Context: an optimization exercise on an open-source flow, tuned for small area. The choices shown serve that exercise and are no tape-out recipe.
The RTL was checked by simulation tests, not by an equivalence proof against the original design.
The clock input has no modelled driver; a real chip could not lean on it and would need a root buffer or a full tree.

the baseline:
==> module mhz14a_decoder, before the edit <==
module mhz14a_decoder (
    input  wire        clk,
    input  wire [13:0] in_word,
    output wire [1:0]  st,
    output wire [3:0]  cnt,
    output wire [7:0]  buf0,
    output wire [7:0]  buf1,
    output wire [7:0]  buf2,
    output wire [7:0]  buf3,
    output wire [7:0]  buf4,
    output wire [7:0]  buf5,
    output wire [7:0]  buf6,
    output wire [7:0]  buf7,
    output wire [7:0]  buf8,
    output wire        pol,
    output wire [1:0]  err,
    output wire [7:0]  csa,
    output wire        ok,
    output wire        warn,
    output wire [15:0] conc,
    output wire        done,
    output wire        failed,
    output wire [7:0]  frame_csum,
    output wire        frame_ok,
    output wire [15:0] frame_conc,
    output wire        log_warn,
    output wire        log_err,
    output wire [7:0]  log_val
);
    wire [7:0] w_d = in_word[7:0];
    wire       w_v = in_word[8];
    wire       w_e = in_word[9];
    wire       w_s = in_word[10];
    wire       w_b = in_word[11];
    wire       w_i = in_word[12];
    wire       w_r = in_word[13];
    wire clr     = w_r | w_b;
    wire op_xerr = !clr && w_e;
    wire op_sent = !clr && !w_e && w_s;
    wire op_byte = !clr && !w_e && !w_s && w_v;
    reg [1:0] s_q;
    reg [3:0] cnt_q;
    reg [7:0] b0, b1, b2, b3, b4, b5, b6, b7, b8;
    reg       pol_q;
    reg [7:0] nsum_q;
    wire idle  = !s_q[1] && !s_q[0];
    wire await = !s_q[1] &&  s_q[0];
    wire cnt9  = cnt_q[3] && cnt_q[0];
    wire accept = op_byte && await;
    wire [7:0] we;
    assign we[0] = accept && !cnt_q[3] && cnt_q[2:0] == 3'd0;
    assign we[1] = accept && !cnt_q[3] && cnt_q[2:0] == 3'd1;
    assign we[2] = accept && !cnt_q[3] && cnt_q[2:0] == 3'd2;
    assign we[3] = accept && !cnt_q[3] && cnt_q[2:0] == 3'd3;
    assign we[4] = accept && !cnt_q[3] && cnt_q[2:0] == 3'd4;
    assign we[5] = accept && !cnt_q[3] && cnt_q[2:0] == 3'd5;
    assign we[6] = accept && !cnt_q[3] && cnt_q[2:0] == 3'd6;
    assign we[7] = accept && !cnt_q[3] && cnt_q[2:0] == 3'd7;
    wire complete = accept && cnt_q[3];
    wire [7:0] checksum = nsum_q;
    wire cmp_ok = (w_d == checksum);
    assign frame_csum = checksum;
    assign frame_ok   = cnt9 ? s_q[0] : (checksum == 8'd0);
    assign frame_conc = {b2, b3};
    assign log_warn = complete && !cmp_ok &&  pol_q;
    assign log_err  = complete && !cmp_ok && !pol_q;
    assign log_val  = {8{complete && !cmp_ok}} & checksum;
    wire sum_en = we[1] | we[2] | we[3] | we[4] | we[5] | we[6];
    wire [7:0] nsum_nx = nsum_q - ({8{sum_en}} & w_d);
    always @(posedge clk) begin
        b0 <= ({8{!clr}} & b0) | ({8{we[0]}} & w_d);
        b1 <= ({8{!clr}} & b1) | ({8{we[1]}} & w_d);
        b2 <= ({8{!clr}} & b2) | ({8{we[2]}} & w_d);
        b3 <= ({8{!clr}} & b3) | ({8{we[3]}} & w_d);
        b4 <= ({8{!clr}} & b4) | ({8{we[4]}} & w_d);
        b5 <= ({8{!clr}} & b5) | ({8{we[5]}} & w_d);
        b6 <= ({8{!clr}} & b6) | ({8{we[6]}} & w_d);
        b7 <= ({8{!clr}} & b7) | ({8{we[7]}} & w_d);
        b8 <= ({8{!clr}} & b8) | ({8{complete}} & w_d);
        nsum_q <= {8{!clr}} & nsum_nx;
        pol_q  <= clr ? (!w_r && w_i) : pol_q;
        if (clr)
            cnt_q <= 4'd0;
        else if (accept)
            cnt_q <= {cnt_q[3] | (&cnt_q[2:0]), cnt_q[2] ^ (&cnt_q[1:0]),
                      cnt_q[1] ^ cnt_q[0], !cnt_q[0]};
        if (clr)
            s_q <= 2'b00;
        else if (op_xerr) begin
            if (!s_q[1])
                s_q <= 2'b11;
        end else if (op_sent) begin
            if (idle)
                s_q <= 2'b01;
        end else if (complete)
            s_q <= {1'b1, cmp_ok};
    end
    wire ok_c      = cnt9 && s_q[0];
    wire csum_bad  = cnt9 && !(s_q[0] || pol_q);
    wire [1:0] st_c = {s_q[1], cnt9 ? !(s_q[0] || pol_q) : s_q[0]};
    wire is_done   = cnt9 && (s_q[0] || pol_q);
    wire is_failed = csum_bad || (!cnt9 && s_q[1]);
    assign st     = st_c;
    assign cnt    = cnt_q;
    assign buf0   = b0;
    assign buf1   = b1;
    assign buf2   = b2;
    assign buf3   = b3;
    assign buf4   = b4;
    assign buf5   = b5;
    assign buf6   = b6;
    assign buf7   = b7;
    assign buf8   = b8;
    assign pol    = pol_q;
    assign err    = {csum_bad, !cnt9 && s_q[1]};
    assign csa    = {8{cnt9}} & checksum;
    assign ok     = ok_c;
    assign warn   = cnt9 && pol_q && !s_q[0];
    assign conc   = {16{is_done}} & {b2, b3};
    assign done   = is_done;
    assign failed = is_failed;
endmodule
clock: 10.0 ns
lec_check: 0
abc_area: 1
cap_margin: 20
core_margin: 2
core_utilization: 60
slew_margin: 20
standard.sh (not shown) runs the stock make flow with config.mk's settings and CLKGATE_MAP_FILE= SYNTH_SCRIPT=/design/flow/synth_recipe.tcl, a recipe that flattens the netlist after the stock synthesis.
==> flow/flow/run.sh <==
#!/bin/bash
# Standard ORFS layout with three changes:
#  - synthesis is synth_recipe.tcl unchanged except that Yosys's abc call uses
#    flow/abc_area.script (area-oriented, no buffering/upsizing) and full adders
#    are not extracted before abc (ADDER_MAP_FILE empty), so abc sees the whole
#    combinational logic. Registers are untouched (abc runs without -dff, after
#    dfflibmap), so their names and cells are the standard synthesis's.
#  - the port buffers are the smallest buffer cell (buf_1).
#  - the clock tree is built by flow/cts_hook.tcl (a PRE_CTS hook): one root
#    buffer and a few leaf buffers, sized to keep register clock-pin slew low.
# make's output goes to flow_make.log; each ORFS step logs to orfs/logs/.
set -euo pipefail
here=$(pwd)
{
  cat <<'TCL'
proc abc {args} {
  set i [lsearch $args -script]
  if {$i >= 0} { lset args [expr {$i + 1}] $::env(FLOW_ABC_SCRIPT) }
  set j [lsearch $args -D]
  if {$j >= 0} { set args [lreplace $args $j [expr {$j + 1}]] }
  puts "flow abc: $args"
  yosys abc {*}$args
}
TCL
  cat synth_recipe.tcl
} > flow_synth.tcl
export FLOW_ABC_SCRIPT=$here/flow/abc_area.script
export FLOW_CTS_HOOK=$here/flow/cts_hook.tcl
bash standard.sh SYNTH_SCRIPT=$here/flow_synth.tcl ADDER_MAP_FILE= \
  "BUFFER_PORTS_ARGS=-buffer_cell sky130_fd_sc_hd__buf_1" \
  PRE_CTS_TCL=$here/flow/cts_hook.tcl finish > flow_make.log 2>&1
Other scripts of this flow, unchanged in this note and not shown: flow/flow/abc_area.script, flow/flow/cts_eval.tcl, flow/flow/cts_hook.tcl
Input changes introduced in the candidate (baseline for comparison: the baseline):
--- a/flow/design.v
+++ b/flow/design.v
@@ -80,12 +80,11 @@
         nsum_q <= {8{!clr}} & nsum_nx;
         pol_q  <= clr ? (!w_r && w_i) : pol_q;
         if (clr)
             cnt_q <= 4'd0;
         else if (accept)
-            cnt_q <= {cnt_q[3] | (&cnt_q[2:0]), cnt_q[2] ^ (&cnt_q[1:0]),
-                      cnt_q[1] ^ cnt_q[0], !cnt_q[0]};
+            cnt_q <= cnt_q + 4'd1;
         if (clr)
             s_q <= 2'b00;
         else if (op_xerr) begin
             if (!s_q[1])
                 s_q <= 2'b11;
@@ -94,14 +93,13 @@
                 s_q <= 2'b01;
         end else if (complete)
             s_q <= {1'b1, cmp_ok};
     end
     wire ok_c      = cnt9 && s_q[0];
-    wire csum_bad  = cnt9 && !(s_q[0] || pol_q);
     wire [1:0] st_c = {s_q[1], cnt9 ? !(s_q[0] || pol_q) : s_q[0]};
-    wire is_done   = cnt9 && (s_q[0] || pol_q);
-    wire is_failed = csum_bad || (!cnt9 && s_q[1]);
+    wire is_done   =  st_c[1] && !st_c[0];
+    wire is_failed =  st_c[1] &&  st_c[0];
     assign st     = st_c;
     assign cnt    = cnt_q;
     assign buf0   = b0;
     assign buf1   = b1;
     assign buf2   = b2;
@@ -110,11 +108,11 @@
     assign buf5   = b5;
     assign buf6   = b6;
     assign buf7   = b7;
     assign buf8   = b8;
     assign pol    = pol_q;
-    assign err    = {csum_bad, !cnt9 && s_q[1]};
+    assign err    = {is_failed && cnt9, is_failed && !cnt9};
     assign csa    = {8{cnt9}} & checksum;
     assign ok     = ok_c;
     assign warn   = cnt9 && pol_q && !s_q[0];
     assign conc   = {16{is_done}} & {b2, b3};
     assign done   = is_done;
## What came out
- Worst path arrival time: the candidate vs the baseline down 0.34 ns
- Non-clock inverter total of the final layout is higher on the baseline
- Summary: with the baseline as the reference, full die area in the candidate moved down slightly.
- Between the candidate and the baseline, the sequential-to-total area share from yosys stat is higher for the candidate.
- The candidate vs the baseline, post-route worst setup slack went up by 0.33 ns.
- When the final numbers for the candidate and the baseline were put side by side, the number of cells on the worst reg-to-reg path turned out to be smaller in the candidate.
- [compare] base=the baseline new=the candidate: die height fell about 0.45%, global-route wire length before repair fell 1.5%.
In every run of this note, the design's own scripts or RTL, not TritonCTS, make the clock network.

[port drivers added, routing unchanged]
In the flow no input, the clock included, has a driving cell. The finished layouts below were timed again as built, in two steps.
Step 1: set_driving_cell puts a clkbuf_16 on clk and a buf_2 on each other input, an assumption about the parent block.
Step 2 adds t to the input delays and takes it off the output delays; t is the mean of the earliest and latest rising clock arrival at the registers after step 1. Input paths then give back, and output paths get back, about the clock's delay inside the block.
Slacks: no drivers / after step 1 / after step 2; pairs: no drivers / after step 1.
run	t (ns)	slack for setup (ns)	worst setup path after step 2	latest minus earliest clock arrival (ns)	worst slew at a driven data input, ns
the baseline	0.413	3.274 / 3.245 / 3.245	input to output	0.019 / 0.019	0.05
the candidate	0.412	3.606 / 3.583 / 3.583	input to output	0.026 / 0.027	0.05
After both steps every run listed still meets setup and hold. For the baseline, which loses most, drivers alone change the setup slack by -0.029 ns; drivers and shift together by -0.029 ns.
